Source: an optimization exercise on an open RTL-to-GDS flow (aim: small area). Production flows keep margins and buffers that such runs may drop. The RTL was checked by simulation tests, not by an equivalence proof against the original design. Power is estimated from default activity; no workload was simulated.

**flow/design.v**
```verilog
module step_seq (
    input  wire        clk,
    input  wire        rst_n,
    input  wire        len8,       
    input  wire [31:0] pattern,    
    input  wire        step,
    input  wire        dir,
    input  wire        coil_off,
    output reg  [2:0]  idx,
    output reg  [3:0]  coil
);
    wire [2:0] last = len8 ? 3'd7 : 3'd3;
    reg  [2:0] idx_next;
    always @(*) begin
        if (dir == 1'b0)
            idx_next = (idx == last) ? 3'd0 : idx + 3'd1;
        else
            idx_next = (idx == 3'd0) ? last : idx - 3'd1;
    end
    always @(posedge clk) begin
        if (!rst_n) begin
            idx  <= 3'd0;
            coil <= 4'b0000;
        end else if (step) begin
            idx  <= idx_next;
            coil <= pattern[idx_next*4 +: 4];
        end else if (coil_off) begin
            coil <= 4'b0000;
        end
    end
endmodule
module hall_sensor_debouncer (
    input  wire        clk,
    input  wire        rst_n,
    input  wire        start,
    input  wire        hall_in,
    input  wire [15:0] t_sample,
    output reg         done,
    output reg         h
);
    reg        busy;
    reg [2:0]  k;         
    reg [2:0]  sum;       
    reg [15:0] tmr;
    wire [16:0] tmr_inc  = {1'b0, tmr} + 17'd1;
    wire        wait_end = (tmr_inc >= {1'b0, t_sample});
    wire [2:0]  sum_next = sum + {2'b00, hall_in};
    always @(posedge clk) begin
        if (!rst_n) begin
            busy <= 1'b0;
            k    <= 3'd0;
            sum  <= 3'd0;
            tmr  <= 16'd0;
            done <= 1'b0;
            h    <= 1'b1;
        end else begin
            done <= 1'b0;
            if (!busy) begin
                if (start) begin
                    busy <= 1'b1;
                    sum  <= {2'b00, hall_in};
                    k    <= 3'd1;
                    tmr  <= 16'd0;
                end
            end else if (wait_end) begin
                sum <= sum_next;
                k   <= k + 3'd1;
                tmr <= 16'd0;
                if (k == 3'd4) begin
                    busy <= 1'b0;
                    done <= 1'b1;
                    h    <= (sum_next >= 3'd3);
                end
            end else begin
                tmr <= tmr_inc[15:0];
            end
        end
    end
endmodule
module rotary_index_mapper (
    input  wire [7:0] ch,
    output reg        found,
    output reg  [5:0] slot,
    input  wire [5:0] cur,
    input  wire [5:0] tgt,
    output wire [5:0] distance
);
    wire [7:0] u = (ch >= 8'h61 && ch <= 8'h7A) ? ch - 8'h20 : ch;
    always @(*) begin
        found = 1'b0;
        slot  = 6'd0;
        if (u >= 8'h30 && u <= 8'h39) begin
            found = 1'b1;
            slot  = u[5:0] - 6'h30;
        end else if (u >= 8'h41 && u <= 8'h5A) begin
            found = 1'b1;
            slot  = u[5:0] - 6'h01 + 6'd10;
        end
    end
    assign distance = (cur >= tgt) ? cur - tgt : cur + 6'd36 - tgt;
endmodule
module homing_fsm (
    input  wire        clk,
    input  wire        rst_n,
    input  wire        start,
    input  wire        coarse_fine,
    input  wire [14:0] steps_per_rev,
    input  wire [15:0] steps_per_flap,
    input  wire [15:0] backoff_steps,
    input  wire [15:0] home_offset,    
    input  wire [15:0] t_seek_fast,
    input  wire [15:0] t_seek_slow,
    output reg         step,
    output reg         dir,
    output reg         coil_off,
    output reg         hall_start,
    input  wire        hall_done,
    input  wire        hall_h,
    output reg         done,
    output reg         ok,
    output reg  [2:0]  hstate,
    output reg         hfail_phase
);
    localparam [2:0] IDLE = 3'd0, FAST_SEEK = 3'd1, BACK_OFF = 3'd2, SLOW_SEEK = 3'd3,
                     HOMED = 3'd4, FAILED = 3'd5, OFFSET = 3'd6;
    localparam [1:0] S_STEP = 2'd0, S_WAIT = 2'd1, S_READ = 2'd2, S_READ_WAIT = 2'd3;
    reg        running;
    reg [1:0]  sub;
    reg [15:0] hcnt;
    reg [15:0] tmr;
    wire        ofs_neg = home_offset[15];
    wire [15:0] ofs_abs = ofs_neg ? (~home_offset + 16'd1) : home_offset;
    wire [15:0] fast_bound = {steps_per_rev, 1'b0};
    wire [15:0] seek_bound = (hstate == SLOW_SEEK) ? steps_per_flap : fast_bound;
    reg  [15:0] t_wait;
    always @(*) begin
        case (hstate)
            FAST_SEEK: t_wait = t_seek_fast;
            OFFSET:    t_wait = coarse_fine ? t_seek_slow : t_seek_fast;
            default:   t_wait = t_seek_slow;
        endcase
    end
    wire [16:0] tmr_inc  = {1'b0, tmr} + 17'd1;
    wire        wait_end = (tmr_inc >= {1'b0, t_wait});
    wire        seeking  = (hstate == FAST_SEEK) || (hstate == SLOW_SEEK);
    always @(*) begin
        step       = 1'b0;
        dir        = 1'b1;
        coil_off    = 1'b0;
        hall_start = 1'b0;
        done       = 1'b0;
        ok         = 1'b0;
        if (running) begin
            case (sub)
                S_STEP: begin
                    case (hstate)
                        BACK_OFF: begin
                            if (hcnt < backoff_steps) begin
                                step = 1'b1;
                                dir  = 1'b0;
                            end
                        end
                        OFFSET: begin
                            if (hcnt < ofs_abs) begin
                                step = 1'b1;
                                dir  = ofs_neg;
                            end else begin
                                coil_off = 1'b1;
                                done    = 1'b1;
                                ok      = 1'b1;
                            end
                        end
                        default: step = 1'b1;
                    endcase
                end
                S_READ: hall_start = 1'b1;
                S_READ_WAIT: begin
                    if (hall_done && hall_h && hcnt >= seek_bound) begin
                        coil_off = 1'b1;
                        done    = 1'b1;
                    end
                end
                default: ;
            endcase
        end
    end
    always @(posedge clk) begin
        if (!rst_n) begin
            running     <= 1'b0;
            sub         <= S_STEP;
            hcnt        <= 16'd0;
            tmr         <= 16'd0;
            hstate      <= IDLE;
            hfail_phase <= 1'b0;
        end else if (!running) begin
            if (start) begin
                running <= 1'b1;
                sub     <= S_STEP;
                hstate  <= FAST_SEEK;
                hcnt    <= 16'd0;
            end
        end else begin
            case (sub)
                S_STEP: begin
                    if (step) begin
                        hcnt <= hcnt + 16'd1;
                        tmr  <= 16'd0;
                        sub  <= S_WAIT;
                    end else if (hstate == BACK_OFF) begin
                        hstate <= SLOW_SEEK;
                        hcnt   <= 16'd0;
                    end else if (hstate == OFFSET) begin
                        hstate  <= HOMED;
                        running <= 1'b0;
                    end
                end
                S_WAIT: begin
                    if (wait_end)
                        sub <= seeking ? S_READ : S_STEP;
                    else
                        tmr <= tmr_inc[15:0];
                end
                S_READ: sub <= S_READ_WAIT;
                S_READ_WAIT: begin
                    if (hall_done) begin
                        if (!hall_h) begin
                            hcnt <= 16'd0;
                            sub  <= S_STEP;
                            if (hstate == FAST_SEEK && coarse_fine)
                                hstate <= BACK_OFF;
                            else
                                hstate <= OFFSET;
                        end else if (hcnt >= seek_bound) begin
                            hstate      <= FAILED;
                            hfail_phase <= (hstate == SLOW_SEEK);
                            running     <= 1'b0;
                        end else begin
                            sub <= S_STEP;
                        end
                    end
                end
            endcase
        end
    end
endmodule
module stepper_step_sequencer (
    input  wire        clk,
    input  wire        rst_n,
    input  wire        cmd_valid,
    input  wire [15:0] cmd,
    output wire        cmd_ready,
    output reg         rsp_valid,
    output reg  [2:0]  rsp_status,
    output wire [3:0]  coil,
    input  wire        hall_in,
    output wire        halted,
    output wire [1:0]  sess_out,
    output wire [2:0]  hstate_out,
    output wire        hfail_phase_out,
    output wire [5:0]  pos_out,
    output wire [2:0]  idx_out,
    input  wire        cfg_len8,
    input  wire [31:0] cfg_pattern,
    input  wire [14:0] cfg_steps_per_rev,
    input  wire [15:0] cfg_steps_per_flap,
    input  wire [5:0]  cfg_home_index,
    input  wire [15:0] cfg_home_offset,
    input  wire [15:0] cfg_backoff_steps,
    input  wire        cfg_coarse_fine,
    input  wire        cfg_offset_calibrated,
    input  wire [15:0] cfg_t_sample,
    input  wire [15:0] cfg_t_move,
    input  wire [15:0] cfg_t_seek_fast,
    input  wire [15:0] cfg_t_seek_slow
);
    localparam [1:0] SESS_BOOT = 2'd0, SESS_READY = 2'd1, SESS_HALTED = 2'd2;
    localparam [2:0] ST_OK = 3'd0, ST_ALREADY = 3'd1, ST_IGNORED = 3'd2, ST_REJECTED = 3'd3,
                     ST_INVALID_CHAR = 3'd4, ST_HOMING_TIMEOUT = 3'd5, ST_STARTUP_FAIL = 3'd6;
    localparam [2:0] O_BOOT = 3'd0, O_HOMING = 3'd1, O_IDLE = 3'd2, O_MOVE_STEP = 3'd3,
                     O_MOVE_WAIT = 3'd4, O_MOVE_RELEASE = 3'd5, O_HALTED = 3'd6;
    reg [2:0]  ostate;
    reg [1:0]  sess;
    reg [5:0]  pos;
    reg [5:0]  move_tgt;
    reg [5:0]  flaps_left;    
    reg [15:0] flap_steps;    
    reg [15:0] tmr;
    wire       accept  = cmd_valid && cmd_ready;
    wire       is_cmd  = (cmd[15] == 1'b0);
    wire [2:0] op      = cmd[14:12];
    wire       ch_found;
    wire [5:0] ch_slot;
    wire [5:0] distance;
    rotary_index_mapper u_map (
        .ch   (cmd[7:0]),
        .found(ch_found),
        .slot (ch_slot),
        .cur  (pos),
        .tgt  (ch_slot),
        .distance (distance)
    );
    wire signed [17:0] home_sum  = $signed({12'd0, cfg_home_index}) + $signed({{2{cfg_home_offset[15]}}, cfg_home_offset});
    wire signed [17:0] home_rem  = home_sum % 18'sd36;
    wire signed [17:0] home_mod  = (home_rem < 0) ? home_rem + 18'sd36 : home_rem;
    wire        [5:0]  home_slot = cfg_offset_calibrated ? home_mod[5:0] : cfg_home_index;
    wire hom_start = (ostate == O_BOOT) || (accept && is_cmd && op == 3'd1);
    wire hom_step, hom_dir, hom_coil_off, hall_start, hall_done, hall_h, hom_done, hom_ok;
    homing_fsm u_home (
        .clk           (clk),
        .rst_n         (rst_n),
        .start         (hom_start),
        .coarse_fine   (cfg_coarse_fine),
        .steps_per_rev (cfg_steps_per_rev),
        .steps_per_flap(cfg_steps_per_flap),
        .backoff_steps (cfg_backoff_steps),
        .home_offset   (cfg_home_offset),
        .t_seek_fast   (cfg_t_seek_fast),
        .t_seek_slow   (cfg_t_seek_slow),
        .step          (hom_step),
        .dir           (hom_dir),
        .coil_off       (hom_coil_off),
        .hall_start    (hall_start),
        .hall_done     (hall_done),
        .hall_h        (hall_h),
        .done          (hom_done),
        .ok            (hom_ok),
        .hstate        (hstate_out),
        .hfail_phase   (hfail_phase_out)
    );
    hall_sensor_debouncer u_hall (
        .clk     (clk),
        .rst_n   (rst_n),
        .start   (hall_start),
        .hall_in (hall_in),
        .t_sample(cfg_t_sample),
        .done    (hall_done),
        .h       (hall_h)
    );
    wire move_step    = (ostate == O_MOVE_STEP);
    wire move_coil_off = (ostate == O_MOVE_RELEASE);
    step_seq u_seq (
        .clk    (clk),
        .rst_n  (rst_n),
        .len8   (cfg_len8),
        .pattern(cfg_pattern),
        .step   (hom_step || move_step),
        .dir    (move_step ? 1'b1 : hom_dir),
        .coil_off(hom_coil_off || move_coil_off),
        .idx    (idx_out),
        .coil   (coil)
    );
    wire [16:0] tmr_inc  = {1'b0, tmr} + 17'd1;
    wire        wait_end = (tmr_inc >= {1'b0, cfg_t_move});
    assign cmd_ready = (ostate == O_IDLE);
    assign halted    = (sess == SESS_HALTED);
    assign sess_out  = sess;
    assign pos_out   = pos;
    always @(posedge clk) begin
        if (!rst_n) begin
            ostate     <= O_BOOT;
            sess       <= SESS_BOOT;
            pos        <= 6'd0;
            move_tgt   <= 6'd0;
            flaps_left <= 6'd0;
            flap_steps <= 16'd0;
            tmr        <= 16'd0;
            rsp_valid  <= 1'b0;
            rsp_status <= ST_OK;
        end else begin
            rsp_valid <= 1'b0;
            case (ostate)
                O_BOOT: ostate <= O_HOMING;
                O_HOMING: begin
                    if (hom_done) begin
                        rsp_valid <= 1'b1;
                        if (hom_ok) begin
                            pos        <= home_slot;
                            rsp_status <= ST_OK;
                            sess       <= SESS_READY;
                            ostate     <= O_IDLE;
                        end else if (sess == SESS_BOOT) begin
                            rsp_status <= ST_STARTUP_FAIL;
                            sess       <= SESS_HALTED;
                            ostate     <= O_HALTED;
                        end else begin
                            rsp_status <= ST_HOMING_TIMEOUT;
                            ostate     <= O_IDLE;
                        end
                    end
                end
                O_IDLE: begin
                    if (accept) begin
                        if (!is_cmd || op >= 3'd3) begin
                            rsp_valid  <= 1'b1;
                            rsp_status <= ST_REJECTED;
                        end else if (op == 3'd0) begin
                            rsp_valid  <= 1'b1;
                            rsp_status <= ST_IGNORED;
                        end else if (op == 3'd1) begin
                            ostate <= O_HOMING;
                        end else if (!ch_found) begin
                            rsp_valid  <= 1'b1;
                            rsp_status <= ST_INVALID_CHAR;
                        end else if (ch_slot == pos) begin
                            rsp_valid  <= 1'b1;
                            rsp_status <= ST_ALREADY;
                        end else begin
                            move_tgt   <= ch_slot;
                            flaps_left <= distance;
                            flap_steps <= 16'd0;
                            ostate     <= O_MOVE_STEP;
                        end
                    end
                end
                O_MOVE_STEP: begin
                    flap_steps <= flap_steps + 16'd1;
                    tmr        <= 16'd0;
                    ostate     <= O_MOVE_WAIT;
                end
                O_MOVE_WAIT: begin
                    if (wait_end) begin
                        if (flap_steps >= cfg_steps_per_flap) begin
                            flap_steps <= 16'd0;
                            flaps_left <= flaps_left - 6'd1;
                            ostate     <= (flaps_left == 6'd1) ? O_MOVE_RELEASE : O_MOVE_STEP;
                        end else begin
                            ostate <= O_MOVE_STEP;
                        end
                    end else begin
                        tmr <= tmr_inc[15:0];
                    end
                end
                O_MOVE_RELEASE: begin
                    pos        <= move_tgt;
                    rsp_valid  <= 1'b1;
                    rsp_status <= ST_OK;
                    ostate     <= O_IDLE;
                end
                default: ;  
            endcase
        end
    end
endmodule
```
**flow/run.sh**
```bash
#!/bin/bash
# synth_recipe.tcl (not shown) runs the flow's synth.tcl, then flattens the netlist and writes it again
# the make line also repeats each setting of config.mk as NAME=value (left out here)
make -C /OpenROAD-flow-scripts/flow DESIGN_CONFIG=/design/flow/config.mk WORK_HOME=/design/flow/orfs CLKGATE_MAP_FILE= SYNTH_SCRIPT=/design/flow/synth_recipe.tcl finish
```
**flow/config.mk**
```make
export PLATFORM = sky130hd
export DESIGN_NAME = stepper_step_sequencer
export DESIGN_NICKNAME = stepper_step_sequencer
export VERILOG_FILES = /design/flow/design.v
export SDC_FILE = /design/flow/constraint.sdc
export NUM_CORES = 4
export LEC_CHECK = 0
export CAP_MARGIN = 20
export CORE_MARGIN = 2
export CORE_UTILIZATION = 40
export SLEW_MARGIN = 20
```
**flow/constraint.sdc**
```tcl
create_clock -name core_clock -period 20.0 [get_ports {clk}]
set_input_delay 4.0000 -clock core_clock [delete_from_list [all_inputs] [get_ports {clk}]]
set_output_delay 4.0000 -clock core_clock [all_outputs]
set_load 0.01 [all_outputs]
```
==> run_results.csv <==
group,metric,value,unit
run_status,outcome,"finished clean",
hold_path,holdCritPathClass,"register to register",
hold_path,whs_endpoint,"u_seq.coil[0]$_SDFFE_PN0P_",
critical_path,worstSetupPathDepth,34,
floorplanning,dieArea,36700,µm²
sta,finalCriticalPeriod,14.49,ns
floorplanning,rows,68,
clock_network,cts.clk_slew.worst_paths,0.06,ns
global_route,grt_usage,0.220,
floorplanning,io_pins,213,
sta,max_slew_margin,0.360,
sta,hold_viol_final,0,
sta,final_max_slew_viol_count,0,
floorplanning,dieWidth,192,µm
sta,max_freq,69.0,MHz
sta,fin_crit_sh,0.725,
yosys,synth_seq_cells,130,
critical_path,worstSetupPathType,"primary input to register",
yosys,synth_edf_count,0,
sta,clock_skew,0.0146,ns
critical_path,worstReg2RegEnd,"u_seq.coil[2]$_SDFFE_PN0P_",
global_route,grt.overflow.total,0,
detailed_routing,detail-route-antenna-nets,0,
clock_network,clock-sinks,130,
critical_path,crit_top_cell,"o211ai_1",
detailed_routing,drcViolationCount,0,
global_route,antenna_found_initial,1,
detailed_routing,drtPass1Iterations,5,
detailed_routing,vias_per_cell,5.62,
critical_path,r2r_start,"u_home.hcnt[1]$_SDFFE_PN0P_",
critical_path,arrival,14.84,ns
pwr,ir_drop,0.0000719,V
place,place_inst,2454,
sta,finalSetupTns,0,ns
finish,finalInstanceArea,17200,µm²
yosys,postSynthCellCount,1841,
yosys,synth_ff_type,"dfxtp_1",
clock_network,cts_resized,0,
sta,worst_slew_pin_slew,0.953,ns
place,dpl.hpwl,32200,µm
critical_path,startpoint,"cfg_home_index[0]",
pwr,p_leak,7.38,nW
sta,setup_slack,5.51,ns
yosys,synthArstFlopShare,0,
clock_network,clock_path_buffers,2,
yosys,ys_seq_area_frac,0.185,
global_route,first_global_vias,13400,
finish,final_common_cell,"clkdlybuf4s50_1",
place,place_area,16600,µm²
clock_network,cts_hold_buf,0,
detailed_routing,via_count,14000,
critical_path,cp_slowest_cell,"xor2_1",
critical_path,crit_path_start_kind,"primary input",
critical_path,r2r_cells,26,
sta,rsz0062_at_grt,"false",
clock_network,insertion_delay,0.42,ns
floorplanning,core-area,34600,µm²
finish,diodes,0,
global_route,grt_pass1_wl,66100,µm
yosys,yosysWarnings,5,
yosys,synthesis.nets,2196,
critical_path,cp-end-kind,"register",
critical_path,crit_path_max_incr_delay,0.64,ns
detailed_routing,drt_iter0_markers,761,
critical_path,cp.required,20.35,ns
pwr,finalPower,1.60,mW
clock_network,clockRootBuffer,"clkbuf_16",
critical_path,path_delay_family,"compound AO/OA/AOI/OAI gates",
finish,final_cell_mix,"208 x clkdlybuf4s50_1, 197 x nor2_1, 161 x ha_1, 138 x nand2_1, 132 x a21oi_1",
finish,fin_nets,2373,
clock_network,post-cts-setup-buffers,0,
job,drv_cap,0,
finish,nFillCells,3419,
sta,setup_viol,0,
critical_path,rrSetupSlack,13.79,ns
critical_path,crit_buf_inv,2,
critical_path,worstPathMaxFanout,12,
floorplanning,start_util,0.406,
clock_network,cts_buffers,17,
hold_path,min_from,"u_seq.coil[0]$_SDFFE_PN0P_",
yosys,synth_cell_types,96,
sta,hold_slack,0.448,ns
yosys,syn_avg_cell_area,7.64,µm²
global_route,grt_max_degree,55,
floorplanning,die_h,192,µm
detailed_routing,wl_per_cell,16.5,µm
finish,layout-drive-gt1-share,0.0571,
pwr,power.density,92.9,nW/µm²
finish,area_delta_synth_final,22.4,%
finish,final_cells,2485,
clock_network,htree_levels,4,
place,dp_slack,5.36,ns
hold_path,whs_path_depth,2,
place,port_buffers,208,
detailed_routing,wl,41000,µm
place,globalplace.congestion,0.872,
clock_network,cts_tree,"yes",
yosys,syn_area,14100,µm²
finish,final_util,0.497,
==> layout make-up <==
type                            count  area [µm²]  area share
Sequential cell                   130        2600       0.151
Clock buffer                       17         425      0.0247
Multi-Input combinational cell   1524       10800       0.626
Timing Repair Buffer              223        2190       0.127
Clock inverter                     14         201      0.0117
Tap cell                          455         569      0.0330
Inverter                          122         458      0.0266
==> per-layer routing <==
| metal | GRT usage | vias up | wire, µm |
|---|---|---|---|
| li1 | - | 7062 | - |
| met1 | 0.289 | 6542 | 19100 |
| met2 | 0.374 | 323 | 19200 |
| met3 | 0.0378 | 41 | 2060 |
| met4 | 0.0512 | 2 | 608 |
| met5 | 0 | - | 13 |
==> report_power, final <==
part           switching [mW]  total, mW  internal (mW)
Sequential             0.0304      0.312          0.281
Combinational           0.548      0.952          0.404
Clock                   0.127      0.337          0.210
Total                   0.705       1.60          0.895
==> worst reg2reg max path: stages, from the launching register on <==
cell and delay [ns]:
dfxtp_1 0.51, ha_1 0.29, a21o_1 0.15, a21o_1 0.16, a21o_1 0.17, a21o_1 0.16
a21o_1 0.16, a21o_1 0.17, a21o_1 0.17, a21o_1 0.18, a21o_1 0.17, a21o_1 0.17
a21o_1 0.17, a21o_1 0.17, a21o_1 0.17, a21o_1 0.16, a21oi_1 0.20, nor2_1 0.10
nor2_1 0.23, nand3_1 0.24, a2111oi_1 0.43, buf_4 0.23, o2bb2ai_1 0.08, a21oi_1 0.70
mux4_2 0.41, a22oi_1 0.21, a21oi_1 0.09
==> cells by family (layout without fill, tap and decap cells) <==
group / after synthesis / count (layout) / synth area share
fa+ha+maj: 169 / 169 / 0.153
buf+inv: 187 / 376 / 0.0507
flops: 130 / 130 / 0.185
mux: 53 / 53 / 0.0459
simple gates: 660 / 660 / 0.231
xor+xnor: 133 / 133 / 0.0865
compound gates: 509 / 509 / 0.248
==> cells in the mapped netlist (all sizes together) (19+ instances only) <==
cell / count / area share
nor2: 198 / 0.053
xnor2: 71 / 0.047
dfxtp: 130 / 0.18
nand2b: 34 / 0.015
or3: 19 / 0.0084
nor3: 48 / 0.018
ha: 161 / 0.14
a21oi: 134 / 0.048
and3: 29 / 0.013
o21a: 21 / 0.011
nand2: 139 / 0.037
nand3: 65 / 0.023
a21o: 54 / 0.029
o211ai: 20 / 0.011
mux2i: 33 / 0.023
inv: 122 / 0.033
nand4: 31 / 0.014
a211oi: 28 / 0.017
clkbuf: 55 / 0.015
xor2: 61 / 0.038
nor2b: 31 / 0.014
o21ai: 88 / 0.032
a22oi: 26 / 0.014
==> state kept, by name, summed over array words and instances (netlist names), 6 cells and up <==
name,flops
flap_steps,16
flaps_left,6
move_tgt,6
pos,6
tmr,16
u_hall.tmr,16
u_home.hcnt,16
u_home.tmr,16
==> worst max-delay path by stage <==
stage	end
after floorplan	pos[4]$_SDFFE_PN0P_
after global placement	pos[4]$_SDFFE_PN0P_
after detailed placement	pos[4]$_SDFFE_PN0P_
after CTS	pos[4]$_SDFFE_PN0P_
after global routing	pos[4]$_SDFFE_PN0P_
final	pos[4]$_SDFFE_PN0P_

==> afterwards: timing with drivers on the ports <==
Ports are ideal in the flow. The routed layout listed here was re-timed in OpenROAD. Step 1: set_driving_cell puts a clkbuf_16 on clk and a buf_2 on each other input, an assumption about the parent block. Step 2, shift: input delay + t, output delay - t, t = (earliest + latest rising clock arrival at the registers) / 2. This alone moves slack from input paths to output paths. a / b / c = ideal / step 1 / step 2; a / b = the first two.
t (ns): 0.464
setup slack, ns: 5.510 / 5.534 / 5.071
latest minus earliest clock arrival (ns): 0.014 / 0.015
slew at the worst register clock pin (ns): 0.07 / 0.07
After both steps this run still meets setup and hold. For this run, drivers alone change the setup slack by +0.024 ns; drivers and shift together by -0.439 ns.
